Source: an optimization exercise on an open RTL-to-GDS flow (aim: small area and a short achievable clock period). Production flows keep margins and buffers that such runs may drop.
In this exercise RTL edits were held to simulation tests only and were not proved equivalent to the original.
Power and IR drop assume default switching activity.

$ cat flow/design.v
module fcb (
    input              clk,
    input              rst,
    input              rx_valid,
    input      [7:0]   rx_byte,
    output reg         dec_valid,
    output reg [2:0]   dec_evt,
    output     [3:0]   dec_len,
    output reg [87:0]  dec_data,
    output reg [1:0]   s2c_kind,
    output     [1:0]   s2c_host,
    output     [10:0]  s2c_id,
    output     [3:0]   s2c_dlc,
    input      [1:0]   cnt_sel,
    output     [15:0]  cnt_val,
    input              enc_valid,
    input      [3:0]   enc_len,
    input      [87:0]  enc_data,
    output             enc_ready,
    output reg         enc_refused,
    input              can_valid,
    input              can_ext,
    input      [28:0]  can_id,
    input      [3:0]   can_dlc,
    input      [63:0]  can_data,
    input      [31:0]  pt_mask,
    output             can_ready,
    output reg         c2s_valid,
    output reg [1:0]   c2s_res,
    output reg [2:0]   c2s_kind,
    output     [23:0]  c2s_arg,
    output     [3:0]   c2s_opc,
    output     [4:0]   c2s_sid,
    output             tx_valid,
    output reg [7:0]   tx_byte,
    input              tx_ready
);
    localparam CNT_MAX = 16'hFFFF;
    localparam EV_NONE     = 3'd0;
    localparam EV_IDLE     = 3'd1;
    localparam EV_DELIVER  = 3'd2;
    localparam EV_OVERFLOW = 3'd3;
    localparam EV_CHAIN    = 3'd4;
    localparam EV_SUM      = 3'd5;
    localparam EV_SHORT    = 3'd6;
    localparam S2C_CAN  = 2'd0;
    localparam S2C_HOST = 2'd1;
    localparam S2C_DROP = 2'd2;
    localparam C2S_DROP  = 2'd0;
    localparam C2S_LOCAL = 2'd1;
    localparam C2S_NOOP  = 2'd2;
    localparam C2S_FWD   = 2'd3;
    integer i, j, k, q;
    reg        rx_empty;
    reg [3:0]  rx_lm2;
    reg [3:0]  rx_dist;
    reg [7:0]  rx_sum;
    wire rx_zero  = (rx_byte == 8'd0);
    wire rx_data  = rx_valid && !rx_zero;
    wire rx_full  = !rx_empty && rx_lm2 == 4'd11;           
    wire rx_code  = rx_empty || rx_dist == 4'd0;            
    wire [7:0] rx_blk = rx_code ? 8'd0 : rx_byte;           
    wire [3:0] rx_slot = rx_lm2 + 4'd1;                    
    wire rx_short = rx_lm2 == 4'd15 || rx_lm2 <= 4'd2;      
    wire [7:0] p0 = dec_data[7:0];
    wire [7:0] p1 = dec_data[15:8];
    reg [1:0] sp_kind;
    always @* begin
        if (p0 == 8'hFF)
            sp_kind = (p1 == 8'h01 || p1 == 8'h02 || p1 == 8'hFF) ? S2C_HOST : S2C_DROP;
        else if (p0[7:3] == 5'd0 && p0[2:1] == 2'd0 && rx_lm2 <= 4'd10 &&
                 ({p0[0], p1[7:5]} != 4'd0) && ({p0[0], p1[7:5]} <= 4'd4))
            sp_kind = S2C_CAN;
        else
            sp_kind = S2C_DROP;
    end
    assign dec_len  = rx_lm2;
    assign s2c_host = {p1[7], ~p1[0]};
    assign s2c_id   = {p0[2:0], p1};
    assign s2c_dlc  = rx_lm2 - 4'd2;
    always @* s2c_kind = sp_kind;
    function [7:0] add8(input [7:0] x, input [7:0] y);
        reg     c;
        integer t;
        begin
            c = 1'b0;
            for (t = 0; t < 8; t = t + 1) begin
                add8[t] = x[t] ^ y[t] ^ c;
                c = (x[t] & y[t]) | (c & (x[t] ^ y[t]));
            end
        end
    endfunction
    reg [2:0] ev;
    always @* begin
        if (!rx_zero)
            ev = rx_full ? EV_OVERFLOW : EV_NONE;
        else if (rx_empty)
            ev = EV_IDLE;
        else if (rx_dist != 4'd0)
            ev = EV_CHAIN;
        else if (rx_sum != 8'd0)
            ev = EV_SUM;
        else if (rx_short)
            ev = EV_SHORT;
        else
            ev = EV_DELIVER;
    end
    always @(posedge clk) begin
        if (rst) begin
            rx_empty  <= 1'b1;
            dec_valid <= 1'b0;
        end else begin
            dec_valid <= rx_valid;
            if (rx_valid) begin
                if (!rx_data || rx_full)
                    rx_empty <= 1'b1;
                else
                    rx_empty <= 1'b0;
            end
        end
    end
    always @(posedge clk) begin
        dec_evt <= ev;
        if (rx_data && !rx_full) begin
            rx_lm2  <= rx_empty ? 4'd15 : rx_lm2 + 4'd1;
            rx_dist <= !rx_code ? rx_dist - 4'd1 :
                       (rx_byte[7:4] != 4'd0) ? 4'd15 : rx_byte[3:0] - 4'd1;
            rx_sum  <= add8(rx_empty ? 8'd0 : rx_sum, rx_blk);
            for (j = 0; j < 11; j = j + 1)
                if (!rx_empty && rx_slot == j)
                    dec_data[8*j +: 8] <= rx_blk;
        end
    end
    reg         enc_busy;
    assign enc_ready = !enc_busy;
    assign can_ready = !enc_busy && !enc_valid;
    assign tx_valid  = enc_busy;
    wire can_take = can_valid && can_ready;
    wire enc_take = enc_valid && enc_ready;
    wire [4:0] ext_tag = can_id[28:24];
    wire [3:0] std_opc = can_id[8:5];
    wire [4:0] std_sid = can_id[4:0];
    reg [1:0] cr_res;
    reg [2:0] cr_kind;
    always @* begin
        cr_res  = C2S_DROP;
        cr_kind = 3'd0;
        if (can_ext) begin
            cr_res = C2S_LOCAL;
            case (ext_tag)
                5'h1F: cr_kind = 3'd0;
                5'h1E: cr_kind = 3'd1;
                5'h1D: cr_kind = 3'd2;
                5'h1C: cr_kind = 3'd3;
                5'h1B: cr_kind = 3'd4;
                5'h00: cr_kind = 3'd5;
                5'h01: cr_kind = 3'd6;
                default: cr_res = C2S_DROP;
            endcase
        end else if (can_id[10:9] != 2'd0 || std_opc == 4'd0 || std_opc > 4'd4) begin
            cr_res = C2S_DROP;
        end else if (!pt_mask[std_sid] || std_sid == 5'd0) begin
            cr_res = C2S_NOOP;
        end else begin
            cr_res = C2S_FWD;
        end
    end
    always @(posedge clk) begin
        if (rst)
            c2s_valid <= 1'b0;
        else
            c2s_valid <= can_take;
        c2s_res  <= cr_res;
        c2s_kind <= cr_kind;
    end
    reg [15:0] cnt_overflow;
    reg [15:0] cnt_checksum;
    reg [15:0] cnt_short;
    reg [15:0] cnt_unknown;
    wire inc_overflow = rx_valid && ev == EV_OVERFLOW;
    wire inc_checksum = rx_valid && (ev == EV_CHAIN || ev == EV_SUM);
    wire inc_short    = rx_valid && ev == EV_SHORT;
    wire unk_dec      = rx_valid && ev == EV_DELIVER && sp_kind == S2C_DROP;
    wire unk_can      = can_take && cr_res == C2S_DROP;
    function [15:0] sat_inc(input [15:0] v, input en);
        reg     c;
        integer t;
        begin
            c = en && v != CNT_MAX;
            for (t = 0; t < 16; t = t + 1) begin
                sat_inc[t] = v[t] ^ c;
                c = c & v[t];
            end
        end
    endfunction
    reg  [15:0] unk_next;
    reg         unk_c;
    integer     ub;
    always @* begin
        unk_next[0] = cnt_unknown[0] ^ unk_dec ^ unk_can;
        unk_c = (cnt_unknown[0] & (unk_dec ^ unk_can)) | (unk_dec & unk_can);
        for (ub = 1; ub < 16; ub = ub + 1) begin
            unk_next[ub] = cnt_unknown[ub] ^ unk_c;
            unk_c = unk_c & cnt_unknown[ub];
        end
        unk_next = unk_next | {16{unk_c}};
    end
    always @(posedge clk) begin
        if (rst) begin
            cnt_overflow <= 16'd0;
            cnt_checksum <= 16'd0;
            cnt_short    <= 16'd0;
            cnt_unknown  <= 16'd0;
        end else begin
            cnt_overflow <= sat_inc(cnt_overflow, inc_overflow);
            cnt_checksum <= sat_inc(cnt_checksum, inc_checksum);
            cnt_short    <= sat_inc(cnt_short, inc_short);
            cnt_unknown  <= unk_next;
        end
    end
    assign cnt_val = (cnt_sel == 2'd0) ? cnt_overflow :
                     (cnt_sel == 2'd1) ? cnt_checksum :
                     (cnt_sel == 2'd2) ? cnt_short    : cnt_unknown;
    wire [3:0] src_len = enc_valid ? enc_len : can_dlc + 4'd2;
    reg  [10:0] m_enc;         
    reg  [10:0] m_can;         
    reg  [87:0] can_pl;        
    reg  [87:0] src;
    always @* begin
        for (i = 0; i < 11; i = i + 1) begin
            m_enc[i] = enc_valid && (enc_len > i);
            m_can[i] = !enc_valid && ({1'b0, can_dlc} + 5'd2 > i);
        end
        m_can[2] = !enc_valid && (can_ext || can_dlc != 4'd0);
        can_pl = {8'd0, can_data, can_id[7:0], can_ext ? can_id[15:11] : 5'd0, can_id[10:8]};
        if (can_ext)
            can_pl[23:16] = can_id[23:16];
        for (i = 0; i < 11; i = i + 1)
            src[8*i +: 8] = ({8{m_enc[i]}} & enc_data[8*i +: 8]) |
                            ({8{m_can[i]}} & can_pl[8*i +: 8]);
    end
    reg [7:0] src_csum;
    always @* begin
        src_csum = 8'd11;
        for (i = 0; i < 11; i = i + 1)
            src_csum = src_csum + ~src[8*i +: 8];
    end
    reg [7:0] pay [0:10];
    reg [7:0] e_csum;          
    reg       e_first;         
    reg [3:0] e_k;             
    assign c2s_arg = {pay[2], pay[0], pay[1]};
    assign c2s_opc = {pay[0][0], pay[1][7:5]};
    assign c2s_sid = pay[1][4:0];
    wire start_frame = (enc_take && enc_len <= 4'd11) ||
                       (can_take && cr_res == C2S_FWD);
    wire [7:0] e_x    = (e_k == 4'd0) ? e_csum : pay[0];
    wire       e_code = e_first || e_x == 8'd0;
    wire       e_csz  = e_csum == 8'd0;
    reg [3:0]  e_dist;
    reg [11:0] e_hit;
    always @* begin
        e_dist  = e_k + 4'd1 + {3'd0, e_first};
        for (k = 11; k >= 0; k = k - 1) begin
            if (k == e_k)
                e_hit[k] = e_csz;
            else
                e_hit[k] = (k > 10) || (pay[k > 10 ? 0 : k] == 8'd0);
            if ((k > 0 || e_first) && e_hit[k])
                e_dist = k + {3'd0, e_first};
        end
    end
    always @* begin
        if (e_k == 4'd15)
            tx_byte = 8'd0;
        else if (e_code)
            tx_byte = {4'd0, e_dist};
        else
            tx_byte = e_x;
    end
    always @(posedge clk) begin
        if (rst) begin
            enc_busy    <= 1'b0;
            enc_refused <= 1'b0;
        end else begin
            enc_refused <= enc_take && enc_len > 4'd11;
            if (!enc_busy)
                enc_busy <= start_frame;
            else if (tx_ready && !e_first && e_k == 4'd15)
                enc_busy <= 1'b0;
        end
    end
    always @(posedge clk) begin
        if (!enc_busy) begin
            for (q = 0; q < 11; q = q + 1)
                pay[q] <= src[8*q +: 8];
            e_csum  <= src_csum;
            e_first <= 1'b1;
            e_k     <= src_len;
        end else if (tx_ready) begin
            e_first <= 1'b0;
            if (!e_first) begin
                e_k <= e_k - 4'd1;
                for (q = 0; q < 10; q = q + 1)
                    pay[q] <= pay[q+1];
                pay[10] <= 8'd0;
            end
        end
    end
endmodule
$ cat flow/flow/run.sh
#!/bin/bash
# The standard layout (standard.sh) with these changes to how it is made:
#  * after the standard synthesis, the logic between the flip-flops is mapped
#    again by ABC for area (flow/reabc.ys, flow/area.abc); the flip-flops,
#    their names and cells are kept as the standard synthesis made them;
#  * port buffers are the smallest buffer (buf_1);
#  * clock tree from clkbuf_8 with sink clusters of up to 15, no dummy loads;
#  * timing repair aims at 14.3 ns of setup slack, so that it speeds up the
#    paths through the ports (the constraints and clock period are unchanged).
# Logs: flow_synth.log, reabc.log, flow_standard.log here, and ORFS's own
# per-step logs under orfs/logs.
set -uo pipefail
W=$PWD
RES=$W/orfs/results/sky130hd/fcb/base
LIB=$FLOW_HOME/platforms/sky130hd/lib/sky130_fd_sc_hd__tt_025C_1v80.lib
OPTS=("BUFFER_PORTS_ARGS=-buffer_cell sky130_fd_sc_hd__buf_1"
      "CTS_ARGS=-sink_clustering_enable -repair_clock_nets -buf_list sky130_fd_sc_hd__clkbuf_4 -sink_clustering_size 10 -sink_clustering_max_diameter 40 -dont_use_dummy_load"
      "SETUP_SLACK_MARGIN=14.6")
bash standard.sh "${OPTS[@]}" $RES/1_2_yosys.v > flow_synth.log 2>&1
cp $RES/1_2_yosys.v $W/1_2_yosys_standard.v
sed -e "s#@LIB@#$LIB#g" -e "s#@IN@#$W/1_2_yosys_standard.v#" -e "s#@OUT@#$W/1_2_yosys_reabc.v#" \
    -e "s#@ABC@#$W/flow/area.abc#" flow/reabc.ys > reabc_run.ys
if yosys -s reabc_run.ys > reabc.log 2>&1 && [ -s $W/1_2_yosys_reabc.v ]; then
  cp $W/1_2_yosys_reabc.v $RES/1_2_yosys.v
fi
bash standard.sh "${OPTS[@]}" finish > flow_standard.log 2>&1
$ cat flow/flow/area.abc
strash
&get -n
&fraig -x
&st
&deepsyn -T 120
&dch -f
&nf -R 1000 -a -p -E 2
&put
$ cat flow/flow/reabc.ys
# Area re-mapping of the standard synthesis netlist: the flip-flops are kept
# as they are (same instances, names and cells); the logic between them is
# mapped again by ABC with an area-oriented script (flow/area.abc).
read_liberty -ignore_miss_func @LIB@
read_verilog @IN@
hierarchy -top fcb
setattr -mod -set blackbox 1 sky130_fd_sc_hd__*df* sky130_fd_sc_hd__*dl* sky130_fd_sc_hd__*sdf*
flatten
rename -hide w:*.*
opt_clean -purge
abc -liberty @LIB@ -dont_use sky130_fd_sc_hd__lpflow_bleeder_1 -dont_use sky130_fd_sc_hd__lpflow_clkbufkapwr_1 -dont_use sky130_fd_sc_hd__lpflow_clkbufkapwr_16 -dont_use sky130_fd_sc_hd__lpflow_clkbufkapwr_2 -dont_use sky130_fd_sc_hd__lpflow_clkbufkapwr_4 -dont_use sky130_fd_sc_hd__lpflow_clkbufkapwr_8 -dont_use sky130_fd_sc_hd__lpflow_clkinvkapwr_1 -dont_use sky130_fd_sc_hd__lpflow_clkinvkapwr_16 -dont_use sky130_fd_sc_hd__lpflow_clkinvkapwr_2 -dont_use sky130_fd_sc_hd__lpflow_clkinvkapwr_4 -dont_use sky130_fd_sc_hd__lpflow_clkinvkapwr_8 -dont_use sky130_fd_sc_hd__lpflow_decapkapwr_12 -dont_use sky130_fd_sc_hd__lpflow_decapkapwr_3 -dont_use sky130_fd_sc_hd__lpflow_decapkapwr_4 -dont_use sky130_fd_sc_hd__lpflow_decapkapwr_6 -dont_use sky130_fd_sc_hd__lpflow_decapkapwr_8 -dont_use sky130_fd_sc_hd__lpflow_inputiso0n_1 -dont_use sky130_fd_sc_hd__lpflow_inputiso0p_1 -dont_use sky130_fd_sc_hd__lpflow_inputiso1n_1 -dont_use sky130_fd_sc_hd__lpflow_inputiso1p_1 -dont_use sky130_fd_sc_hd__lpflow_inputisolatch_1 -dont_use sky130_fd_sc_hd__lpflow_isobufsrc_1 -dont_use sky130_fd_sc_hd__lpflow_isobufsrc_16 -dont_use sky130_fd_sc_hd__lpflow_isobufsrc_2 -dont_use sky130_fd_sc_hd__lpflow_isobufsrc_4 -dont_use sky130_fd_sc_hd__lpflow_isobufsrc_8 -dont_use sky130_fd_sc_hd__lpflow_isobufsrckapwr_16 -dont_use sky130_fd_sc_hd__lpflow_lsbuf_lh_hl_isowell_tap_1 -dont_use sky130_fd_sc_hd__lpflow_lsbuf_lh_hl_isowell_tap_2 -dont_use sky130_fd_sc_hd__lpflow_lsbuf_lh_hl_isowell_tap_4 -dont_use sky130_fd_sc_hd__lpflow_lsbuf_lh_isowell_4 -dont_use sky130_fd_sc_hd__lpflow_lsbuf_lh_isowell_tap_1 -dont_use sky130_fd_sc_hd__lpflow_lsbuf_lh_isowell_tap_2 -dont_use sky130_fd_sc_hd__lpflow_lsbuf_lh_isowell_tap_4 -dont_use sky130_fd_sc_hd__probe_p_8 -dont_use sky130_fd_sc_hd__probec_p_8  -script @ABC@
opt_clean -purge
hilomap -singleton -hicell sky130_fd_sc_hd__conb_1 HI -locell sky130_fd_sc_hd__conb_1 LO
insbuf -buf sky130_fd_sc_hd__buf_1 A X
rename -enumerate -pattern reabc_% w:$* c:$*
opt_clean -purge
tee -o reabc_stat.log stat -liberty @LIB@
write_verilog -noattr -nohex -nodec -noexpr @OUT@
$ cat flow/standard.sh
#!/bin/bash
# synth_recipe.tcl (not shown) runs the flow's synth.tcl, then flattens the netlist and writes it again
# the make line also repeats each setting of config.mk as NAME=value (left out here)
make -C /OpenROAD-flow-scripts/flow DESIGN_CONFIG=/design/flow/config.mk WORK_HOME=/design/flow/orfs CLKGATE_MAP_FILE= SYNTH_SCRIPT=/design/flow/synth_recipe.tcl "${@:-finish}"
$ cat flow/config.mk
export PLATFORM = sky130hd
export DESIGN_NAME = fcb
export DESIGN_NICKNAME = fcb
export VERILOG_FILES = /design/flow/design.v
export SDC_FILE = /design/flow/constraint.sdc
export NUM_CORES = 4
export LEC_CHECK = 0
export CAP_MARGIN = 20
export CORE_MARGIN = 2
export CORE_UTILIZATION = 40
export CTS_BUF_LIST = sky130_fd_sc_hd__clkbuf_8
export CTS_CLUSTER_DIAMETER = 60
export CTS_CLUSTER_SIZE = 15
export SLEW_MARGIN = 20
$ cat flow/constraint.sdc
create_clock -name core_clock -period 25.0 [get_ports {clk}]
set_input_delay 5.0000 -clock core_clock [delete_from_list [all_inputs] [get_ports {clk}]]
set_output_delay 5.0000 -clock core_clock [all_outputs]
set_load 0.01 [all_outputs]
==> results of run 1 <==
[layout by cell type (no fill, tap or decap), drive strengths merged, types with 6 or more instances in the layout]
cell      n
buf     420
edfxtp  204
nand2   157
nor2    128
o21ai   112
xnor2   101
dfxtp    78
a22oi    77
nor3     62
clkbuf   62
a21oi    54
xor2     50
maj3     35
nor4     31
o22ai    28
nand2b   26
nor2b    21
and3     21
nand3    21
and2     21
nand4    17
a21o     16
o21a     15
clkinv   14
a222oi   14
o211ai   11
or3       7
a31oi     7
o21bai    7
nor3b     7
and4      6
[registers in the layout (all words and copies together), names as in the netlist, 4 cells and up]
| name | count |
|---|---|
| dec_data | 88 |
| pay | 88 |
| cnt_checksum | 16 |
| cnt_overflow | 16 |
| cnt_short | 16 |
| cnt_unknown | 16 |
| e_csum | 8 |
| rx_sum | 8 |
| e_k | 4 |
| rx_dist | 4 |
| rx_lm2 | 4 |
[report_power, final]
group          switching (uW)  internal [uW]  leakage, uW
clock network             155           85.9     0.000216
registers                30.5            571      0.00263
logic                     316            272      0.00299
[through the flow]
stage                     instances  hold slack, ns  total power, uW
after CTS                      2352           0.476             1440
after detailed placement       2299           0.481             1190
after global placement         2299           0.469             1180
after floorplan                1425           0.438             1060
final                          2358           0.496             1430
after global routing           2358           0.518             1520
[worst max-delay path, cell delays in order]
cell	delay (ns)
buf_12	0.12
or2_4	0.30
o22ai_1	0.20
nor2_1	0.09
clkbuf_2	0.13
[final timing paths]
path	from	to	cells past startpoint
hold reg to reg	pay[4][4]	pay[3][4]	2
setup reg to reg	rx_dist[1]	cnt_unknown[0]	15
hold / removal	pay[4][4]	pay[3][4]	2
setup / recovery	cnt_sel[0]	cnt_val[11]	5
[layer usage]
| layer | wire (um) | share of wire | global-route usage |
|---|---|---|---|
| met5 | 0 | 0 | 0 |
| met4 | 1180 | 0.023 | 0.0741 |
| met1 | 22400 | 0.45 | 0.354 |
| met2 | 22700 | 0.45 | 0.401 |
| met3 | 3830 | 0.076 | 0.0333 |
[layout make-up]
type                    instances  area (um^2)  share of cell area
diodes                          3         7.51            0.000428
clock buffers                  47          353              0.0201
inverters                      15         60.1             0.00342
multi-input cells            1108         7050               0.402
flip-flops and latches        282         7690               0.438
well taps                     468          586              0.0334
repair buffers                435         1800               0.102
[what timing repair did]
action / 4_1_cts / 5_1_grt
cloned: 2 / 3
pin swaps: 9 / 7
buffers inserted: 4 / 0
gates resized for setup: 27 / 29
setup endpoints to repair: 17 / 19
==> impl_metrics.tcl, run 1 <==
set metrics [dict create \
    report.final.slew_viol_count 0 \
    clock_latency_ns 0.69 \
    vias 13500 \
    groute.usage.overall 0.250 \
    rsz0062_at_grt "true" \
    fin_nets 2127 \
    syn_to_final_growth_pct 19.5 \
    dpl.hpwl_um 38000 \
    crit_type "in2out" \
    final_util 0.483 \
    cts_buffer_depth 3 \
    cp-end-kind "primary output" \
    cts_sinks 282 \
    syn_area_mm2 0.0147 \
    max_slew_margin 0.275 \
    pre_cts_ws_ns 13.87 \
    grt_overflow_total 0 \
    num_rows 70 \
    dr.pass1.iters 6 \
    syn_nets 1663 \
    setup_viol 0 \
    start_util 0.404 \
    dieArea_mm2 0.0382 \
    hold_path_class "reg2reg" \
    totalWireLength_um 50200 \
    drc 0 \
    drive_gt1_frac 0.0641 \
    period_needed_ns 10.85 \
    ios 420 \
    worst-path-max-fanout 7 \
    cts_max_level 2 \
    coreArea_mm2 0.0363 \
    grt_pass1_vias 12500 \
    gp_congestion 0.904 \
    ys_warn_count 2 \
    die_w_um 196 \
    grt_first_pass_wirelength_um 73000 \
    antenna_found_initial 3 \
    die_y_um 196 \
    tightest_slew_ns 1.08 \
    fmaxAchievable_ghz 0.0922 \
    viasPerCell 5.72 \
    grt_max_degree 116 \
    drt_iter0_markers 1130 \
    nFillCells 3501 \
    cts_tree "built" \
    crit_path_start_kind "input pin" \
    status "complete, no violations" \
    cap_violations 0 \
    synth.avg_cell_area_um2 10.3 \
    cts_buffers 47 \
    final_area_mm2 0.0175 \
    routedWlPerCell_um 21.3 \
    cts_hold_buf 0 \
    antenna_left 0 \
    cp.required_ns 20.00 \
    io_buffer_count 418 \
    clkTransAtPathRegs_ns 0.09 \
    fin_crit_sh 0.434 \
    ff2ff_setup_slack_ns 20.11 \
    hold_viol_final 0 \
    peakVddDrop_mv 0.0781 \
    place_area_mm2 0.0169 \
    leakagePower_uw 0.00584 \
    p_per_area_mw_per_mm2 81.5 \
    finalClockSkew_ns 0.0959 \
    crit_arrival_ns 5.85 \
    setup_ws_ns 14.15 \
    cts-root-buf "clkbuf_4" \
    synth_cells 1425 \
    setup_tns_ns 0 \
]
==> run 2: changes to the inputs <==
--- a/flow/flow/run.sh
+++ b/flow/flow/run.sh
@@ -17,3 +17,3 @@
       "CTS_ARGS=-sink_clustering_enable -repair_clock_nets -buf_list sky130_fd_sc_hd__clkbuf_4 -sink_clustering_size 10 -sink_clustering_max_diameter 40 -dont_use_dummy_load"
-      "SETUP_SLACK_MARGIN=14.6")
+      "SETUP_SLACK_MARGIN=14.45")
 bash standard.sh "${OPTS[@]}" $RES/1_2_yosys.v > flow_synth.log 2>&1
==> run 2 against run 1 <==
Compared with the run above:
- design area increased by 0.36%
- first-iteration DRC count rose by 3.8%
- wire length down 0.29%
- final cell count rose by 0.25%
- critical path type unchanged
- die area unchanged
- clock skew up 0.036 ns
- maximum frequency rose by 0.57%
- register-to-register slack worse by 0.04 ns
- non-clock buffer count rose by 7
==> impl_metrics.tcl, run 2 <==
set metrics [dict create \
    layout_common_cells "buf_1 (401), edfxtp_1 (204), nand2_1 (156), nor2_1 (126), o21ai_0 (112)" \
    cp.required_ns 20.00 \
    status "complete, no violations" \
    synth.avg_cell_area_um2 10.3 \
    viasPerCell 5.73 \
    die_y_um 196 \
    gp_congestion 0.888 \
    grt_pass1_vias 12400 \
    crit_chain "buf_12, or2_4, o22ai_1, nor2_1, buf_1" \
    io_buffer_count 418 \
    worst-path-max-fanout 7 \
    drt_iter0_markers 1173 \
    leakagePower_uw 0.00587 \
    groute.usage.overall 0.250 \
    die_w_um 196 \
    ff_latch_area_mm2 0.00769 \
    antenna_left 0 \
    dpl.hpwl_um 38100 \
    num_rows 70 \
    drc 0 \
    coreArea_mm2 0.0363 \
    tightest_slew_ns 0.997 \
    fin_crit_sh 0.431 \
    report.final.slew_viol_count 0 \
    finalClockSkew_ns 0.132 \
    multi_input_area_mm2 0.00704 \
    antenna_found_initial 2 \
    reg_top3 "dec_data x88, pay x88" \
    startpoint "cnt_sel[0]" \
    fin_nets 2134 \
    cts-root-buf "clkbuf_4" \
    syn_to_final_growth_pct 20.0 \
    power.total_uw 1430 \
    rr_startpoint "rx_lm2[1]" \
    ys_warn_count 2 \
    holdPathEnd "cnt_overflow[8]" \
    ff2ff_setup_slack_ns 20.07 \
    ios 420 \
    layout_commonest_cell "buf_1" \
    setup_viol 0 \
    r2r_end "cnt_unknown[0]" \
    syn_nets 1663 \
    start_util 0.404 \
    setup_tns_ns 0 \
    dieArea_mm2 0.0382 \
    p_per_area_mw_per_mm2 81.4 \
    cts_buffers 47 \
    critPathMaxStageDelay_ns 0.30 \
    totalWireLength_um 50000 \
    holdPathStages 1 \
    cts_max_level 2 \
    crit_type "in2out" \
    syn_area_mm2 0.0147 \
    hold_start "cnt_overflow[8]" \
    grt_max_degree 91 \
    synth_cells 1425 \
    nFillCells 3468 \
    cts_tree "built" \
    grt_first_pass_wirelength_um 72800 \
    hold_viol_final 0 \
    fmaxAchievable_ghz 0.0927 \
    cap_violations 0 \
    rsz0062_at_grt "true" \
    critPathSlowestCell "or2_4" \
    vias 13600 \
    cts_buffer_depth 3 \
    cp-end-kind "primary output" \
    cts_sinks 282 \
    crit_arrival_ns 5.78 \
    reg2regPathDepth 17 \
    routedWlPerCell_um 21.2 \
    max_slew_margin 0.330 \
    peakVddDrop_mv 0.0851 \
    clock_latency_ns 0.75 \
    dr.pass1.iters 6 \
    grt_overflow_total 0 \
    period_needed_ns 10.78 \
    drive_gt1_frac 0.0649 \
    hold_path_class "reg2reg" \
    crit_path_start_kind "input pin" \
    clkTransAtPathRegs_ns 0.09 \
]
[run 2: routing by layer]
metal | vias to the layer above | part of all wire | track usage
met5 | - | 0 | 0
met4 | 0 | 0.023 | 0.0738
met3 | 79 | 0.081 | 0.0413
met2 | 651 | 0.46 | 0.392
met1 | 6481 | 0.44 | 0.355
li1 | 6343 | - | -
[run 2: area by class of cell]
| cell class | instances | share of cell area |
|---|---|---|
| inverters | 15 | 0.00341 |
| flip-flops and latches | 282 | 0.437 |
| diodes | 2 | 0.000284 |
| multi-input cells | 1108 | 0.400 |
| clock buffers | 47 | 0.0200 |
| repair buffers | 442 | 0.106 |
| well taps | 468 | 0.0333 |
[run 2: worst max-delay path: cells and delay by family]
| family | cells | cell delay [ns] |
|---|---|---|
| AO/OA/AOI/OAI | 1 | 0.16 |
| AND/OR/NAND/NOR | 2 | 0.37 |
| buffers and inverters | 2 | 0.24 |
[run 2: through the flow]
stage | hold WS (ns) | setup WS, ns | utilization | cells | cell area, um^2
after global placement | 0.471 | 13.89 | 0.464 | 2303 | 16900
after global routing | 0.518 | 14.19 | 0.484 | 2364 | 17600
after floorplan | 0.438 | 14.48 | - | 1425 | 14700
after CTS | 0.497 | 14.23 | 0.479 | 2354 | 17400
after detailed placement | 0.480 | 13.88 | 0.464 | 2303 | 16900
final | 0.505 | 14.22 | 0.484 | 2364 | 17600
[run 2: repair_timing]
item | in CTS | in global routing
setup endpoints to repair | 17 | 18
cloned | 4 | 1
hold buffers | 0 | 0
pin swaps | 2 | 4
resized for setup | 30 | 30
setup buffers | 0 | 7
[run 2: how the worst max path moves through the flow]
stage                   to  slack (ns)  cells after the start
2_1_floorplan  cnt_val[12]       14.48                      3
3_3_place_gp    cnt_val[2]       13.89                      5
3_5_place_dp    cnt_val[6]       13.88                      5
4_1_cts        cnt_val[13]       14.23                      5
5_1_grt        cnt_val[12]       14.19                      5
6_report        cnt_val[8]       14.22                      5
[run 2: power by group]
group          switching [uW]  leakage, uW  internal, uW
clock network             154     0.000216          85.5
logic                     322      0.00302           273
registers                27.8      0.00263           571
total                     503      0.00587           930
==> run 3: changes to the inputs <==
--- a/flow/flow/run.sh
+++ b/flow/flow/run.sh
@@ -6,3 +6,3 @@
 #  * port buffers are the smallest buffer (buf_1);
-#  * clock tree from clkbuf_8 with sink clusters of up to 15, no dummy loads;
+#  * clock tree from clkbuf_4 with sink clusters of up to 10, no dummy loads;
 #  * timing repair aims at 14.3 ns of setup slack, so that it speeds up the
@@ -17,3 +17,3 @@
       "CTS_ARGS=-sink_clustering_enable -repair_clock_nets -buf_list sky130_fd_sc_hd__clkbuf_4 -sink_clustering_size 10 -sink_clustering_max_diameter 40 -dont_use_dummy_load"
-      "SETUP_SLACK_MARGIN=14.45")
+      "SETUP_SLACK_MARGIN=14.3")
 bash standard.sh "${OPTS[@]}" $RES/1_2_yosys.v > flow_synth.log 2>&1
==> flow/flow/area.abc (replaced) <==
strash
&get -n
&fraig -x
&st
&deepsyn -T 120
&dch -f
&nf -R 1000 -a -p -E 2 -C 32 -A 4 -F 8
&put
--- a/flow/flow/reabc.ys
+++ b/flow/flow/reabc.ys
@@ -1,2 +1,3 @@
-# Area re-mapping of the standard synthesis netlist: the flip-flops are kept
+# Area re-mapping of the standard synthesis netlist: the flip-flops (and the
+# full adders that synthesis extracted) are kept
 # as they are (same instances, names and cells); the logic between them is
@@ -6,3 +7,3 @@
 hierarchy -top fcb
-setattr -mod -set blackbox 1 sky130_fd_sc_hd__*df* sky130_fd_sc_hd__*dl* sky130_fd_sc_hd__*sdf*
+setattr -mod -set blackbox 1 sky130_fd_sc_hd__*df* sky130_fd_sc_hd__*dl* sky130_fd_sc_hd__*sdf* sky130_fd_sc_hd__fa_*
 flatten
--- a/flow/config.mk
+++ b/flow/config.mk
@@ -9,3 +9,3 @@
 export CORE_MARGIN = 2
-export CORE_UTILIZATION = 40
+export CORE_UTILIZATION = 60
 export CTS_BUF_LIST = sky130_fd_sc_hd__clkbuf_8
==> run 3 against run 2 <==
Compared with the run above:
- synthesized cell count down 5.1%
- final cell count down 9.4%
- combinational power about the same
- critical endpoint is now cnt_val[6]
==> impl_metrics.tcl, run 3 <==
set metrics [dict create \
    status "complete, no violations" \
    cts_buffer_depth 3 \
    clkTransAtPathRegs_ns 0.10 \
    leakagePower_uw 0.00616 \
    layout_common_cells "buf_1 (400), nand2_1 (234), edfxtp_1 (204), nor2_1 (96), dfxtp_1 (77)" \
    grt_use_met3 0.0634 \
    holdPathStages 2 \
    setup_viol 0 \
    power_switching_uw 509 \
    r2r_end "cnt_unknown[13]" \
    cts_buffers 41 \
    dr.pass1.iters 9 \
    grt_max_degree 81 \
    ff2ff_setup_slack_ns 20.31 \
    p_per_area_mw_per_mm2 82.4 \
    totalWireLength_um 45200 \
    worst-path-max-fanout 7 \
    dpl.hpwl_um 34100 \
    grt_use_met2 0.556 \
    clockPowerShare 0.156 \
    dieArea_mm2 0.0256 \
    syn_to_final_growth_pct 17.9 \
    cp-end-kind "primary output" \
    critPathSlowestCell "a222oi_1" \
    fin_nets 2119 \
    grt_pass1_vias 12300 \
    synth_cells 1352 \
    switching_share 0.359 \
    die_w_um 160 \
    holdPathEnd "pay[3][4]" \
    peakVddDrop_mv 0.0992 \
    vias 13100 \
    cp.required_ns 20.00 \
    clock_latency_ns 0.69 \
    routedWlPerCell_um 21.1 \
    layout_commonest_cell "buf_1" \
    crit_buf_inv 2 \
    seqPwrFrac 0.423 \
    ys_warn_count 2 \
    syn_nets 1653 \
    period_needed_ns 11.03 \
    drive_gt1_frac 0.0600 \
    drc 0 \
    grt_overflow_total 0 \
    io_buffer_count 418 \
    cap_violations 0 \
    combPwrFrac 0.421 \
    tightest_slew_ns 1.03 \
    coreArea_mm2 0.0241 \
    crit_path_start_kind "input pin" \
    antenna_found_initial 1 \
    num_rows 57 \
    critPathMaxStageDelay_ns 0.50 \
    groute.usage.overall 0.349 \
    rsz0062_at_grt "true" \
    grtUsageMet1 0.485 \
    drt_iter0_markers 1749 \
    grt_first_pass_wirelength_um 68400 \
    synth.avg_cell_area_um2 10.8 \
    gp_congestion 0.912 \
    viasPerCell 6.10 \
    hold_viol_final 0 \
    cts_tree "built" \
    crit_arrival_ns 6.03 \
    antenna_left 0 \
    syn_area_mm2 0.0146 \
    setup_tns_ns 0 \
    crit_type "in2out" \
    top_usage_layer "met2" \
    cts_hold_buf 0 \
    reg_top3 "dec_data x88, pay x88" \
    power.total_uw 1420 \
    cts-root-buf "clkbuf_4" \
    crit_chain "buf_12, and2_4, a222oi_1, nand2_1, buf_2" \
    final_util 0.713 \
    internal_power_uw 908 \
    report.final.slew_viol_count 0 \
    cts_sinks 282 \
    cts_max_level 2 \
    finalClockSkew_ns 0.0747 \
    hold_start "pay[4][4]" \
    reg2regPathDepth 15 \
    die_y_um 160 \
    critical-path-top-delay-family "compound AO/OA/AOI/OAI gates" \
    start_util 0.605 \
    ios 420 \
    fmaxAchievable_ghz 0.0906 \
    fin_crit_sh 0.441 \
    max_slew_margin 0.316 \
    hold_path_class "reg2reg" \
    rr_startpoint "rx_dist[1]" \
]
## run 3: power groups by stage
stage / clock network (uW) / logic, uW / registers (uW)
finish: 220 / 596 / 599
global route: 243 / 673 / 603
CTS: 226 / 590 / 598
detailed placement: 0 / 583 / 609
global placement: 0 / 568 / 608
floorplan: 0 / 437 / 605
## run 3: area by class of cell
type,instances,area (um^2)
diodes,1,2.50
clock buffers,41,308
fillers,1909,6920
inverters,65,256
multi-input cells,986,6710
flip-flops and latches,282,7690
well taps,324,405
repair buffers,442,1810
## run 3: metrics by stage
step | std cells | hold WS (ns) | setup WS, ns | area [um^2]
2_1_floorplan | 1352 | 0.440 | 12.86 | 14600
3_5_place_dp | 2081 | 0.494 | 13.65 | 16600
5_1_grt | 2141 | 0.528 | 13.93 | 17200
6_report | 2141 | 0.503 | 13.97 | 17200
3_3_place_gp | 2081 | 0.473 | 13.67 | 16600
4_1_cts | 2137 | 0.499 | 14.01 | 17100
## run 3: worst max path at each step
stage                       endpoint  depth (start not counted)  startpoint
after floorplan               e_k[0]                          2    tx_ready
final                     cnt_val[6]                          5  cnt_sel[1]
after global placement     e_csum[7]                         23   enc_valid
after CTS                 cnt_val[6]                          5  cnt_sel[1]
after global routing      cnt_val[9]                          6  cnt_sel[1]
after detailed placement   e_csum[7]                         23   enc_valid
## run 3: metal layers
| metal | vias up | wire length (um) |
|---|---|---|
| met3 | 131 | 4660 |
| met4 | 0 | 1850 |
| met2 | 810 | 20900 |
| met5 | - | 0 |
| li1 | 5921 | - |
| met1 | 6193 | 17700 |
## run 3: worst reg2reg max path, stage by stage (launching register included)
cell      delay, ns
edfxtp_1       0.43
or3_1          0.41
nor2_1         0.16
nand3_1        0.17
nor2_1         0.17
and4_1         0.25
fa_1           0.28
nand4_1        0.19
nor2b_1        0.28
nand3_1        0.18
nor2b_1        0.37
nand4_1        0.26
nor2b_1        0.27
and3_1         0.28
nand3_1        0.51
a211oi_1       0.38
## run 3: what timing repair did
item / CTS / global route
endpoints found under the setup margin: 16 / 20
pin swaps: 17 / 15
gates cloned: 4 / 0
setup buffers: 11 / 2
gates resized for setup: 36 / 16
==> run 4: changes to the inputs <==
--- a/flow/config.mk
+++ b/flow/config.mk
@@ -9,3 +9,3 @@
 export CORE_MARGIN = 2
-export CORE_UTILIZATION = 60
+export CORE_UTILIZATION = 40
 export CTS_BUF_LIST = sky130_fd_sc_hd__clkbuf_8
==> run 4 against run 3 <==
Compared with the run above:
- still clean on timing, DRC and antenna
- via count down 3.3%
- setup slack better by 0.024 ns
- wire length up 1.3%
- synthesized cell count unchanged
- power up 3.0%
- worst hold slack worse by 0.028 ns
- highest routed layer is now met5
==> impl_metrics.tcl, run 4 <==
set metrics [dict create \
    drc 0 \
    cp.required_ns 20.00 \
    fmaxAchievable_ghz 0.0908 \
    coreArea_mm2 0.0357 \
    cts-root-buf "clkbuf_4" \
    viasPerCell 5.55 \
    fin_nets 2113 \
    io_buffer_count 418 \
    final_util 0.484 \
    cts_tree "built" \
    clock_latency_ns 0.68 \
    cap_violations 0 \
    cts_buffers 44 \
    crit_arrival_ns 6.01 \
    period_needed_ns 11.01 \
    hold_slack_ns 0.475 \
    dieArea_mm2 0.0380 \
    tightest_slew_ns 1.13 \
    p_per_area_mw_per_mm2 84.4 \
    drt_iter0_markers 999 \
    gp_congestion 0.893 \
    grt_first_pass_wirelength_um 69200 \
    pre_cts_ws_ns 13.56 \
    rsz0062_at_grt "true" \
    critPathMaxStageDelay_ns 0.46 \
    vias 12600 \
    syn_area_mm2 0.0146 \
    grt_overflow_total 0 \
    multi_input_area_mm2 0.00668 \
    dpl.hpwl_um 35400 \
    hold_path_class "reg2reg" \
    crit_buf_inv 2 \
    layout_common_cells "buf_1 (404), nand2_1 (234), edfxtp_1 (204), nor2_1 (97), dfxtp_1 (77)" \
    cts_max_level 2 \
    grt_max_degree 85 \
    peakVddDrop_mv 0.113 \
    dr.pass1.iters 8 \
    setup_ws_ns 13.99 \
    place_inst 2217 \
    cts_buffer_depth 3 \
    finalClockSkew_ns 0.123 \
    antenna_left 0 \
    routedWlPerCell_um 20.1 \
    max_slew_margin 0.249 \
    critical-path-top-delay-family "compound AO/OA/AOI/OAI gates" \
    clkTransAtPathRegs_ns 0.07 \
    num_rows 69 \
    synth_cells 1352 \
    worst-path-max-fanout 7 \
    die_w_um 195 \
    ios 420 \
    nFillCells 3418 \
    drive_gt1_frac 0.0547 \
    groute.usage.overall 0.236 \
    crit_path_start_kind "input pin" \
    grt_pass1_vias 12100 \
    start_util 0.408 \
    leakagePower_uw 0.00611 \
    status "complete, no violations" \
    hold_viol_final 0 \
    ys_warn_count 2 \
    synth.avg_cell_area_um2 10.8 \
    critPathSlowestCell "a222oi_1" \
    totalWireLength_um 45700 \
    cp-end-kind "primary output" \
    layout_commonest_cell "buf_1" \
    crit_chain "buf_12, and2_4, a222oi_1, nand2_1, buf_2" \
    report.final.slew_viol_count 0 \
    final_cells 2273 \
    crit_type "in2out" \
    die_y_um 195 \
    setup_tns_ns 0 \
    fin_crit_sh 0.440 \
    cts_sinks 282 \
    syn_to_final_growth_pct 18.6 \
    syn_nets 1653 \
    setup_viol 0 \
    antenna_found_initial 3 \
    ff_latch_area_mm2 0.00769 \
    reg_top3 "dec_data x88, pay x88" \
]
## run 4: worst min-delay path, cell delays in order, from the launching register on
cell and delay, ns:
edfxtp_1 0.35, nand2_1 0.06, nand2_1 0.06
## run 4: path summary, 6_finish.rpt
check,from,end,cells past startpoint,slack (ns)
min reg2reg,pay[9][0],pay[8][0],2,0.48
max reg2reg,rx_dist[1],rx_sum[7],13,20.42
max,cnt_sel[1],cnt_val[12],5,13.99
min,pay[9][0],pay[8][0],2,0.48
## run 4: area by class of cell
class | count | share of cell area
diodes | 2 | 0.000290
clock buffers | 44 | 0.0191
inverters | 65 | 0.0148
multi-input cells | 984 | 0.386
flip-flops and latches | 282 | 0.445
well taps | 461 | 0.0334
repair buffers | 435 | 0.101
## run 4: metrics by stage
| step | power [uW] | area, um^2 |
|---|---|---|
| floorplan | 1040 | 14600 |
| global placement | 1200 | 16700 |
| detailed placement | 1220 | 16700 |
| CTS | 1450 | 17200 |
| global route | 1560 | 17300 |
| finish | 1460 | 17300 |
## run 4: repair_timing
| action | in CTS | in global routing |
|---|---|---|
| setup buffers | 4 | 4 |
| resized for setup | 26 | 16 |
| gates cloned | 2 | 0 |
| hold buffers | 0 | 0 |
| pin swaps | 19 | 15 |
| setup endpoints to repair | 18 | 19 |
## run 4: report_power, final
group | internal, uW | total, uW | switching, uW | leakage (uW)
clock network | 80.6 | 231 | 151 | 0.000202
logic | 273 | 629 | 356 | 0.00326
registers | 570 | 598 | 28.0 | 0.00265
## run 4: metal layers
layer | share of wire | GRT usage | vias up
met1 | 0.42 | 0.318 | 6020
met5 | 0.00020 | 0 | -
li1 | - | - | 5917
met3 | 0.084 | 0.0451 | 72
met2 | 0.47 | 0.390 | 614
met4 | 0.023 | 0.0636 | 2
==> run 5: changes to the inputs <==
--- a/flow/flow/run.sh
+++ b/flow/flow/run.sh
@@ -4,3 +4,4 @@
 #    again by ABC for area (flow/reabc.ys, flow/area.abc); the flip-flops,
-#    their names and cells are kept as the standard synthesis made them;
+#    their names and cells are kept as the standard synthesis made them, and
+#    so are its full adders and the cnt_val multiplexers;
 #  * port buffers are the smallest buffer (buf_1);
@@ -22,3 +23,4 @@
     -e "s#@ABC@#$W/flow/area.abc#" flow/reabc.ys > reabc_run.ys
-if yosys -s reabc_run.ys > reabc.log 2>&1 && [ -s $W/1_2_yosys_reabc.v ]; then
+if yosys -s reabc_run.ys > reabc.log 2>&1 && [ -s $W/1_2_yosys_reabc.v ] &&
+   [ "$(grep -c '^module' $W/1_2_yosys_reabc.v)" = 1 ]; then
   cp $W/1_2_yosys_reabc.v $RES/1_2_yosys.v
--- a/flow/flow/reabc.ys
+++ b/flow/flow/reabc.ys
@@ -8,3 +8,7 @@
 setattr -mod -set blackbox 1 sky130_fd_sc_hd__*df* sky130_fd_sc_hd__*dl* sky130_fd_sc_hd__*sdf* sky130_fd_sc_hd__fa_*
+# the 4:1 muxes of cnt_val (a path from input to output port) stay as the
+# standard synthesis mapped them
+setattr -set keep_hierarchy 1 w:cnt_val %ci1 c:* %i
 flatten
+setattr -mod -set blackbox 1 sky130_fd_sc_hd__mux4_2
 rename -hide w:*.*
==> run 5 against run 4 <==
Compared with the run above:
- maximum frequency rose by 1.0%
- final cell count shrank 2.3%
- still clean on timing, DRC and antenna
- global-route usage up 1.1 points
- sequential cell count stayed put
- sequential share of layout area grew 0.30 points
- critical path type unchanged
- core utilization decreased by 0.33 points
- combinational power down 7.6%
- via count shrank 2.6%
==> impl_metrics.tcl, run 5 <==
set metrics [dict create \
    status "complete, no violations" \
    syn_nets 1608 \
    leakagePower_uw 0.00602 \
    dieArea_mm2 0.0379 \
    cap_violations 0 \
    io_buffer_count 418 \
    setup_viol 0 \
    die_y_um 195 \
    vias 12300 \
    clkTransAtPathRegs_ns 0.09 \
    fmaxAchievable_ghz 0.0918 \
    coreArea_mm2 0.0357 \
    start_util 0.407 \
    cp.required_ns 20.00 \
    cts_sinks 282 \
    worst-path-max-fanout 8 \
    crit_path_start_kind "input pin" \
    totalWireLength_um 47300 \
    period_needed_ns 10.90 \
    critical-path-top-delay-family "multiplexers" \
    groute.usage.overall 0.247 \
    critPathMaxStageDelay_ns 0.53 \
    nFillCells 3394 \
    crit_arrival_ns 5.90 \
    peakVddDrop_mv 0.0849 \
    p_per_area_mw_per_mm2 82.6 \
    layout_commonest_cell "buf_1" \
    cp-end-kind "primary output" \
    fin_crit_sh 0.436 \
    cts-root-buf "clkbuf_4" \
    drc 0 \
    rsz0062_at_grt "true" \
    grt_first_pass_wirelength_um 71500 \
    hold_viol_final 0 \
    dpl.hpwl_um 37300 \
    cts_tree "built" \
    hold_path_class "reg2reg" \
    cts_setup_buffers 0 \
    finalClockSkew_ns 0.133 \
    grt_pass1_vias 11800 \
    synth_cells 1307 \
    die_w_um 195 \
    syn_area_mm2 0.0146 \
    antenna_found_initial 4 \
    ys_warn_count 2 \
    clock_latency_ns 0.72 \
    max_slew_margin 0.340 \
    num_rows 69 \
    place_area_mm2 0.0167 \
    syn_to_final_growth_pct 17.9 \
    setup_tns_ns 0 \
    report.final.slew_viol_count 0 \
    crit_type "in2out" \
    cts_max_level 2 \
    layout_common_cells "buf_1 (401), nand2_1 (216), edfxtp_1 (204), dfxtp_1 (77), nor2_1 (77)" \
    drive_gt1_frac 0.0552 \
    ff2ff_setup_slack_ns 19.93 \
    cts_buffer_depth 3 \
    cts_hold_buf 0 \
    grt_overflow_total 0 \
    cts_buffers 45 \
    crit_chain "buf_8, buf_12, mux4_2, buf_6" \
    drt_iter0_markers 1048 \
    tightest_slew_ns 0.990 \
    antenna_left 0 \
    reg_top3 "dec_data x88, pay x88" \
    final_area_mm2 0.0172 \
    viasPerCell 5.54 \
    crit_buf_inv 3 \
    routedWlPerCell_um 21.3 \
    fin_nets 2061 \
    grt_max_degree 71 \
    gp_congestion 0.917 \
    synth.avg_cell_area_um2 11.1 \
    ios 420 \
    critPathSlowestCell "mux4_2" \
    dr.pass1.iters 8 \
]
==> run 5: report_power, final <==
group | switching [uW] | total (uW) | internal [uW]
Sequential | 30.5 | 601 | 571
Clock | 154 | 236 | 82.1
Combinational | 327 | 581 | 253
==> run 5: layer usage <==
| layer | up-vias | wire, um | part of all wire | global-route usage |
|---|---|---|---|---|
| li1 | 5741 | - | - | - |
| met2 | 520 | 22800 | 0.48 | 0.416 |
| met1 | 5974 | 20400 | 0.43 | 0.339 |
| met3 | 61 | 3300 | 0.070 | 0.0382 |
| met4 | 2 | 770 | 0.016 | 0.0526 |
| met5 | - | 13 | 0.00027 | 0 |
==> run 5: final timing paths <==
kind                    from         endpoint  cells after the start
max               cnt_sel[0]       cnt_val[4]                      4
max reg2reg       rx_dist[0]  cnt_unknown[13]                     16
min reg2reg  cnt_unknown[15]  cnt_unknown[15]                      2
min          cnt_unknown[15]  cnt_unknown[15]                      2
==> run 5: per-stage QoR <==
stage          setup WS (ns)  std cells  utilization  total power (uW)  hold slack, ns
2_1_floorplan          12.86       1307            -              1030           0.438
3_3_place_gp           13.74       2173        0.468              1180           0.460
3_5_place_dp           13.73       2173        0.468              1190           0.465
4_1_cts                14.08       2219        0.479              1430           0.479
5_1_grt                14.07       2221        0.480              1520           0.491
6_report               14.10       2221        0.480              1420           0.480
==> run 5: worst reg2reg max path, stage by stage (launching register included) <==
cell	delay [ns]
edfxtp_1	0.46
or3_1	0.37
nor2_1	0.17
and3_1	0.26
nor3b_1	0.34
nand2_1	0.16
and3b_1	0.28
fa_1	0.27
nand4_1	0.19
nor2b_1	0.26
nand3_1	0.20
nor2b_1	0.31
nand4_1	0.22
nor2b_1	0.26
and3_1	0.26
nand3_1	0.47
a211oi_1	0.40
==> run 5: what timing repair did <==
action / in CTS / in global routing
gates resized for setup: 18 / 12
endpoints found under the setup margin: 17 / 17
hold endpoints to repair: 0 / 0
gates cloned: 1 / 0
==> run 5: area by class of cell <==
| type | count | area, um^2 | share of cell area |
|---|---|---|---|
| flip-flops and latches | 282 | 7690 | 0.448 |
| clock buffers | 45 | 338 | 0.0197 |
| multi-input cells | 938 | 6580 | 0.383 |
| diodes | 2 | 5.00 | 0.000292 |
| repair buffers | 429 | 1730 | 0.101 |
| inverters | 64 | 253 | 0.0147 |
| well taps | 461 | 577 | 0.0336 |
==> run 6: changes to the inputs <==
--- a/flow/design.v
+++ b/flow/design.v
@@ -128,7 +128,13 @@
             rx_sum  <= add8(rx_empty ? 8'd0 : rx_sum, rx_blk);
-            for (j = 0; j < 11; j = j + 1)
-                if (!rx_empty && rx_slot == j)
-                    dec_data[8*j +: 8] <= rx_blk;
         end
     end
+    reg [10:0] dd_we;
+    always @* begin
+        for (j = 0; j < 11; j = j + 1)
+            dd_we[j] = rx_data && !rx_full && !rx_empty && rx_slot == j;
+    end
+    always @(posedge clk) begin
+        for (j = 0; j < 11; j = j + 1)
+            dec_data[8*j +: 8] <= ({8{dd_we[j]}} & rx_blk) | ({8{!dd_we[j]}} & dec_data[8*j +: 8]);
+    end
     reg         enc_busy;
@@ -292,6 +298,13 @@
     end
+    wire       pay_ld = !enc_busy;
+    wire       pay_sh = enc_busy && tx_ready && !e_first;
+    wire       pay_hd = enc_busy && !(tx_ready && !e_first);
+    always @(posedge clk) begin
+        for (q = 0; q < 11; q = q + 1)
+            pay[q] <= ({8{pay_ld}} & src[8*q +: 8]) |
+                      ({8{pay_sh}} & (q < 10 ? pay[q < 10 ? q + 1 : 0] : 8'd0)) |
+                      ({8{pay_hd}} & pay[q]);
+    end
     always @(posedge clk) begin
         if (!enc_busy) begin
-            for (q = 0; q < 11; q = q + 1)
-                pay[q] <= src[8*q +: 8];
             e_csum  <= src_csum;
@@ -303,5 +316,2 @@
                 e_k <= e_k - 4'd1;
-                for (q = 0; q < 10; q = q + 1)
-                    pay[q] <= pay[q+1];
-                pay[10] <= 8'd0;
             end
--- a/flow/flow/run.sh
+++ b/flow/flow/run.sh
@@ -18,3 +18,3 @@
       "CTS_ARGS=-sink_clustering_enable -repair_clock_nets -buf_list sky130_fd_sc_hd__clkbuf_4 -sink_clustering_size 10 -sink_clustering_max_diameter 40 -dont_use_dummy_load"
-      "SETUP_SLACK_MARGIN=14.3")
+      "SETUP_SLACK_MARGIN=13.9")
 bash standard.sh "${OPTS[@]}" $RES/1_2_yosys.v > flow_synth.log 2>&1
==> run 6 against run 5 <==
Compared with the run above:
- synthesized cell count decreased by 1.9%
- wire length fell by 5.6%
- highest routed layer unchanged
- still clean on timing, DRC and antenna
- setup slack worse by 0.14 ns
- area after synthesis down 4.2%
- via count rose by 1.8%
- core utilization shrank 0.15 points
- clock-buffer cell count down 1
- sequential cell count did not move
- combinational power is 3% higher
==> impl_metrics.tcl, run 6 <==
set metrics [dict create \
    status "complete, no violations" \
    viasPerCell 5.70 \
    hold_viol_final 0 \
    antenna_left 0 \
    hold_start "cnt_short[15]" \
    synth.avg_cell_area_um2 10.9 \
    totalWireLength_um 44700 \
    coreArea_mm2 0.0345 \
    cap_violations 0 \
    max_slew_margin 0.306 \
    setup_tns_ns 0 \
    period_needed_ns 11.03 \
    ff2ff_setup_slack_ns 20.14 \
    reg2regPathDepth 14 \
    crit_arrival_ns 6.03 \
    drive_gt1_frac 0.0524 \
    setup_viol 0 \
    finalClockSkew_ns 0.0714 \
    ys_warn_count 2 \
    syn_to_final_growth_pct 18.3 \
    ios 420 \
    hold_path_class "reg2reg" \
    fin_nets 2039 \
    layout_common_cells "buf_1 (415), dfxtp_1 (165), edfxtp_1 (116), a21oi_1 (104), nand2_1 (74)" \
    clkTransAtPathRegs_ns 0.10 \
    cp.required_ns 20.00 \
    holdPathStages 2 \
    hold_slack_ns 0.483 \
    dieArea_mm2 0.0364 \
    syn_nets 1583 \
    io_buffer_count 418 \
    crit_path_start_kind "input pin" \
    clock_latency_ns 0.68 \
    report.final.slew_viol_count 0 \
    holdPathEnd "cnt_short[15]" \
    final_area_mm2 0.0165 \
    cts_sinks 282 \
    cts_buffers 44 \
    grt_pass1_vias 11600 \
    start_util 0.405 \
    antenna_found_initial 5 \
    p_per_area_mw_per_mm2 85.0 \
    syn_area_mm2 0.0139 \
    grt_first_pass_wirelength_um 66400 \
    grt_overflow_total 0 \
    cts_tree "built" \
    fin_crit_sh 0.441 \
    cts_max_level 2 \
    nFillCells 3286 \
    synth_cells 1282 \
    leakagePower_uw 0.00549 \
    die_w_um 191 \
    dpl.hpwl_um 34700 \
    cp-end-kind "primary output" \
    grt_max_degree 75 \
    cts_buffer_depth 3 \
    die_y_um 191 \
    fmaxAchievable_ghz 0.0906 \
    worst-path-max-fanout 16 \
    rr_startpoint "enc_busy" \
    dr.pass1.iters 6 \
    pre_cts_ws_ns 12.82 \
    routedWlPerCell_um 20.4 \
    r2r_end "cnt_unknown[12]" \
    layout_commonest_cell "buf_1" \
    vias 12500 \
    cts_hold_buf 0 \
    cts-root-buf "clkbuf_4" \
    place_area_mm2 0.0161 \
    groute.usage.overall 0.239 \
    drt_iter0_markers 1123 \
    gp_congestion 0.967 \
    num_rows 68 \
    rsz0062_at_grt "false" \
    setup_ws_ns 13.97 \
    tightest_slew_ns 1.03 \
    crit_type "in2out" \
    drc 0 \
    peakVddDrop_mv 0.0837 \
]
run 6: through the flow:
step / std cells / utilization / total power [uW]
2_1_floorplan: 1282 / - / 1030
3_3_place_gp: 2146 / 0.467 / 1170
3_5_place_dp: 2146 / 0.467 / 1180
4_1_cts: 2190 / 0.477 / 1410
5_1_grt: 2193 / 0.479 / 1500
6_report: 2195 / 0.479 / 1400
run 6: per-layer routing:
layer	wire length, um	GRT usage
met5	12	0
met1	19300	0.322
met2	20500	0.386
met4	1420	0.0862
met3	3450	0.0425
run 6: critical path: stages:
cell and delay (ns):
buf_1 0.10, buf_8 0.21, mux4_2 0.56, buf_1 0.15
run 6: what timing repair did:
action	CTS	global route
resized for setup	6	9
buffers inserted	0	1
pin swaps	0	1
endpoints found under the setup margin	18	2
run 6: worst max path at each step:
stage / start / to / slack (ns)
detailed placement: enc_valid / e_csum[7] / 12.82
floorplan: can_dlc[2] / e_csum[7] / 14.11
global placement: enc_valid / e_csum[7] / 12.91
global route: enc_len[3] / e_csum[7] / 13.91
CTS: can_dlc[2] / e_csum[7] / 13.89
finish: cnt_sel[0] / cnt_val[0] / 13.97
run 6: final cells by class:
class                   instances  area (um^2)  share of cell area
multi-input cells             917         6850               0.415
inverters                      59          225              0.0136
diodes                          4         10.0            0.000607
flip-flops and latches        282         6810               0.413
clock buffers                  44          330              0.0200
repair buffers                434         1710               0.103
well taps                     455          569              0.0345
run 6: where the power goes:
| group | internal, uW | switching [uW] |
|---|---|---|
| clock | 80.6 | 146 |
| combinational | 274 | 324 |
| sequential | 543 | 35.3 |
==> run 7: changes to the inputs <==
--- a/flow/flow/run.sh
+++ b/flow/flow/run.sh
@@ -18,3 +18,3 @@
       "CTS_ARGS=-sink_clustering_enable -repair_clock_nets -buf_list sky130_fd_sc_hd__clkbuf_4 -sink_clustering_size 10 -sink_clustering_max_diameter 40 -dont_use_dummy_load"
-      "SETUP_SLACK_MARGIN=13.9")
+      "SETUP_SLACK_MARGIN=14.1")
 bash standard.sh "${OPTS[@]}" $RES/1_2_yosys.v > flow_synth.log 2>&1
==> run 7 against run 6 <==
Compared with the run above:
- setup slack improved by 0.12 ns
- still clean
- area after synthesis unchanged
- sequential cell count unchanged
- critical endpoint is now cnt_val[3]
- register-to-register slack improved by 0.21 ns
- largest cell class unchanged
- clock-buffer cell count unchanged
- non-clock buffer count increased by 1
- die area unchanged
- clock power about the same
- highest routed layer unchanged
- core utilization increased by 0.23 points
- combinational power about the same
==> impl_metrics.tcl, run 7 <==
set metrics [dict create \
    cts_sinks 282 \
    setup_ws_ns 14.09 \
    crit_path_start_kind "input pin" \
    power.total_uw 1400 \
    antenna_found_initial 4 \
    reg2regPathDepth 14 \
    cts_buffer_depth 3 \
    cp.required_ns 20.00 \
    dpl.hpwl_um 34700 \
    dr.pass1.iters 9 \
    ios 420 \
    clkTransAtPathRegs_ns 0.10 \
    grt_pass1_vias 11600 \
    route.met2.wl_um 20500 \
    pre_cts_ws_ns 12.82 \
    crit_arrival_ns 5.91 \
    synth.avg_cell_area_um2 10.9 \
    cts_tree "built" \
    setup_viol 0 \
    syn_to_final_growth_pct 18.9 \
    antenna_left 0 \
    gp_congestion 0.967 \
    met3_length_um 3490 \
    fin_crit_sh 0.437 \
    p_per_area_mw_per_mm2 84.7 \
    synth_cells 1282 \
    ff2ff_setup_slack_ns 20.35 \
    wl_met1_um 19400 \
    grt_overflow_total 0 \
    peakVddDrop_mv 0.0837 \
    syn_area_mm2 0.0139 \
    rsz0062_at_grt "true" \
    fin_nets 2040 \
    grt_first_pass_wirelength_um 66600 \
    routedWlPerCell_um 20.4 \
    holdPathStages 2 \
    cap_violations 0 \
    place_area_mm2 0.0161 \
    cp-end-kind "primary output" \
    die_w_um 191 \
    syn_nets 1583 \
    layout_commonest_cell "buf_1" \
    top_layer "met5" \
    hold_start "cnt_short[15]" \
    drive_gt1_frac 0.0599 \
    max_slew_margin 0.263 \
    drt_iter0_markers 1037 \
    clock_latency_ns 0.68 \
    crit_type "in2out" \
    dieArea_mm2 0.0364 \
    holdPathEnd "cnt_short[15]" \
    drc 0 \
    status "complete, no violations" \
    cts-root-buf "clkbuf_4" \
    io_buffer_count 418 \
    ys_warn_count 2 \
    coreArea_mm2 0.0345 \
    final_area_mm2 0.0166 \
    viasPerCell 5.71 \
    fmaxAchievable_ghz 0.0916 \
    tightest_slew_ns 1.09 \
    setup_tns_ns 0 \
    groute.usage.overall 0.240 \
    num_rows 68 \
    r2r_end "cnt_unknown[12]" \
    rr_startpoint "enc_busy" \
    report.final.slew_viol_count 0 \
    finalClockSkew_ns 0.0729 \
    hold_path_class "reg2reg" \
    worst-path-max-fanout 8 \
    totalWireLength_um 44800 \
    hold_slack_ns 0.483 \
    cts_max_level 2 \
    die_y_um 191 \
    cts_buffers 44 \
    hold_viol_final 0 \
    grt_max_degree 75 \
    start_util 0.405 \
    leakagePower_uw 0.00555 \
    vias 12500 \
    layout_common_cells "buf_1 (406), dfxtp_1 (165), edfxtp_1 (116), a21oi_1 (104), nand2_1 (74)" \
    period_needed_ns 10.91 \
]
-- run 7: changes by cell type in the layout (fill, tap and decap cells not counted), sizes merged --
cell / before / now
clkbuf: 45 / 51
clkdlybuf4s15: 1 / 0
diode: 4 / 3
buf: 432 / 428
-- run 7: layout make-up --
| type | instances | area (um^2) |
|---|---|---|
| Fill cell | 3284 | 17900 |
| Tap cell | 455 | 569 |
| Clock buffer | 44 | 330 |
| Timing Repair Buffer | 435 | 1770 |
| Multi-Input combinational cell | 917 | 6870 |
| Inverter | 59 | 225 |
| Sequential cell | 282 | 6810 |
| Antenna cell | 3 | 7.51 |
-- run 7: layer usage --
layer / track usage / vias up
met2: 0.388 / 610
met4: 0.0826 / 2
li1: - / 5844
met5: 0 / -
met3: 0.0412 / 91
met1: 0.325 / 5976
-- run 7: worst max path at each step --
stage | startpoint | cells past startpoint | slack [ns] | to
floorplan | can_dlc[2] | 19 | 14.11 | e_csum[7]
global placement | enc_valid | 18 | 12.91 | e_csum[7]
detailed placement | enc_valid | 19 | 12.82 | e_csum[7]
CTS | enc_valid | 3 | 14.07 | can_ready
global route | enc_valid | 19 | 14.03 | e_csum[7]
finish | cnt_sel[0] | 4 | 14.09 | cnt_val[3]
-- run 7: through the flow --
step	utilization	std cells
4_1_cts	0.479	2191
3_3_place_gp	0.467	2146
6_report	0.481	2195
2_1_floorplan	-	1282
5_1_grt	0.481	2193
3_5_place_dp	0.467	2146
-- run 7: timing repair --
| action | 4_1_cts | 5_1_grt |
|---|---|---|
| hold endpoints to repair | 0 | 0 |
| resized for setup | 24 | 15 |
| hold buffers | 0 | 0 |
| setup endpoints to repair | 19 | 11 |
| cloned | 1 | 0 |
| buffers inserted | 0 | 1 |
| pin swaps | 0 | 1 |
-- run 7: worst max-delay path: stages --
cell	delay, ns
buf_8	0.09
buf_12	0.13
mux4_2	0.54
clkbuf_2	0.15
-- run 7: where the power goes --
part | internal, uW | leakage [uW] | switching (uW)
sequential | 543 | 0.00243 | 35.2
combinational | 275 | 0.00291 | 324
clock | 80.6 | 0.000202 | 146
total | 899 | 0.00555 | 505
==> run 8: changes to the inputs <==
--- a/flow/flow/run.sh
+++ b/flow/flow/run.sh
@@ -18,3 +18,3 @@
       "CTS_ARGS=-sink_clustering_enable -repair_clock_nets -buf_list sky130_fd_sc_hd__clkbuf_4 -sink_clustering_size 10 -sink_clustering_max_diameter 40 -dont_use_dummy_load"
-      "SETUP_SLACK_MARGIN=14.1")
+      "SETUP_SLACK_MARGIN=14.3")
 bash standard.sh "${OPTS[@]}" $RES/1_2_yosys.v > flow_synth.log 2>&1
==> run 8 against run 7 <==
Compared with the run above:
- setup slack better by 0.010 ns
- global-route usage is 0.44 points higher
- sequential cell count stayed put
- area after synthesis stayed put
- critical path depth stayed put
- maximum frequency hardly changed
- first-iteration DRC count is 4.2% lower
- critical path type unchanged
- largest power group unchanged
==> impl_metrics.tcl, run 8 <==
set metrics [dict create \
    status "complete, no violations" \
    nFillCells 3352 \
    hold_start "cnt_short[15]" \
    setup_tns_ns 0 \
    cts_buffer_depth 3 \
    final_cells 2194 \
    synth_cells 1282 \
    die_w_um 191 \
    io_buffer_count 418 \
    p_per_area_mw_per_mm2 85.6 \
    drc 0 \
    hold_path_class "reg2reg" \
    switching_share 0.367 \
    place_inst 2145 \
    ios 420 \
    viasPerCell 5.68 \
    crit_chain "buf_12, buf_12, mux4_2, buf_6" \
    setup_viol 0 \
    synth.avg_cell_area_um2 10.9 \
    report.final.slew_viol_count 0 \
    finalClockSkew_ns 0.0795 \
    cap_violations 0 \
    fin_crit_sh 0.436 \
    fmaxAchievable_ghz 0.0917 \
    cp-end-kind "primary output" \
    crit_path_start_kind "input pin" \
    syn_area_mm2 0.0139 \
    crit_arrival_ns 5.90 \
    critPathMostFrequentCell "buf_12" \
    cts_hold_buf 0 \
    grt_first_pass_wirelength_um 67600 \
    peakVddDrop_mv 0.0921 \
    cts_buffers 44 \
    antenna_left 0 \
    critPathSlowestCell "mux4_2" \
    layout_commonest_cell "buf_1" \
    drt_iter0_markers 993 \
    cts_max_level 2 \
    groute.usage.overall 0.244 \
    dpl.hpwl_um 35200 \
    critPathMaxStageDelay_ns 0.54 \
    routedWlPerCell_um 20.7 \
    fin_nets 2039 \
    clockPowerShare 0.162 \
    hold_viol_final 0 \
    worst-path-max-fanout 8 \
    ys_warn_count 2 \
    syn_to_final_growth_pct 19.0 \
    seqPwrFrac 0.408 \
    start_util 0.405 \
    syn_nets 1583 \
    tightest_slew_ns 1.09 \
    leakagePower_uw 0.00558 \
    clkTransAtPathRegs_ns 0.09 \
    antenna_found_initial 3 \
    cp.required_ns 20.00 \
    power_switching_uw 521 \
    period_needed_ns 10.90 \
    cts-root-buf "clkbuf_4" \
    coreArea_mm2 0.0345 \
    rsz0062_at_grt "true" \
    clock_latency_ns 0.67 \
    grt_overflow_total 0 \
    combPwrFrac 0.431 \
    internal_power_uw 899 \
    drive_gt1_frac 0.0639 \
    vias 12500 \
    hold_slack_ns 0.485 \
    dieArea_mm2 0.0364 \
    startpoint "cnt_sel[0]" \
    grt_max_degree 75 \
    cts_sinks 282 \
    grt_pass1_vias 11700 \
    totalWireLength_um 45500 \
    gp_congestion 0.919 \
    crit_type "in2out" \
    layout_common_cells "buf_1 (398), dfxtp_1 (165), edfxtp_1 (116), a21oi_1 (104), nand2_1 (74)" \
    cts_tree "built" \
    num_rows 68 \
    die_y_um 191 \
    max_slew_margin 0.268 \
    power.total_uw 1420 \
    dr.pass1.iters 6 \
]
==> run 8: changes by cell type in the layout (fill, tap and decap cells not counted) <==
cell        before  now
buf_1          406  398
buf_12           1    2
buf_4           15   14
buf_6            2    3
buf_8            1    0
clkbuf_2         7   14
clkinv_2         0    1
clkinvlp_4       1    0
nor2_2           2    1
nor2_4           3    4
==> run 8: metal layers <==
metal  track usage  vias up  routed length (um)
li1              -     5823                   -
met1         0.337     6014               19800
met2         0.395      558               21100
met3        0.0412       72                3460
met4        0.0686        2                1030
met5             0        -                  11
==> run 8: power groups by stage <==
stage / Clock (uW) / Sequential [uW] / Combinational [uW]
after floorplan: 0 / 578 / 450
after global placement: 0 / 588 / 597
after CTS: 238 / 578 / 613
after global routing: 258 / 583 / 684
after detailed placement: 0 / 589 / 610
final: 229 / 579 / 612
==> run 8: repair_timing <==
action / CTS / global route
pin swaps: 0 / 1
gates cloned: 1 / 0
setup buffers: 0 / 1
setup endpoints to repair: 19 / 17
gates resized for setup: 21 / 27
==> run 8: critical path, delay by kind of cell <==
family                 cells  cell delay (ns)
buffers and inverters      3             0.36
muxes                      1             0.54
==> run 8: stage by stage <==
step                      setup WS, ns  cell area [um^2]   util
after CTS                        14.07             16500  0.479
final                            14.10             16600  0.482
after detailed placement         12.88             16100  0.467
after global routing             14.08             16600  0.482
after floorplan                  14.36             14000      -
after global placement           12.96             16100  0.467
==> run 8: area by class of cell <==
class | instances | area [um^2] | share of cell area
antenna | 3 | 7.51 | 0.000452
clock buffer | 44 | 330 | 0.0199
inverter | 59 | 223 | 0.0134
multi-input combinational | 917 | 6880 | 0.414
sequential | 282 | 6810 | 0.410
tap | 455 | 569 | 0.0343
timing repair buffer | 434 | 1780 | 0.107
==> run 8: final timing paths <==
path                endpoint  slack (ns)  cells past startpoint
min            cnt_short[15]        0.48                      2
max               cnt_val[4]       14.10                      4
max reg2reg  cnt_unknown[12]       20.40                     15
min reg2reg    cnt_short[15]        0.48                      2

Re-timed with assumed drivers on the ports (clkbuf_16 on the clock, buf_2 on other inputs), run 8 has 14.034 ns of setup slack against 14.095 ns with ideal ports, and 13.592 ns once port delays also move by the mid clock arrival of 0.683 ns.
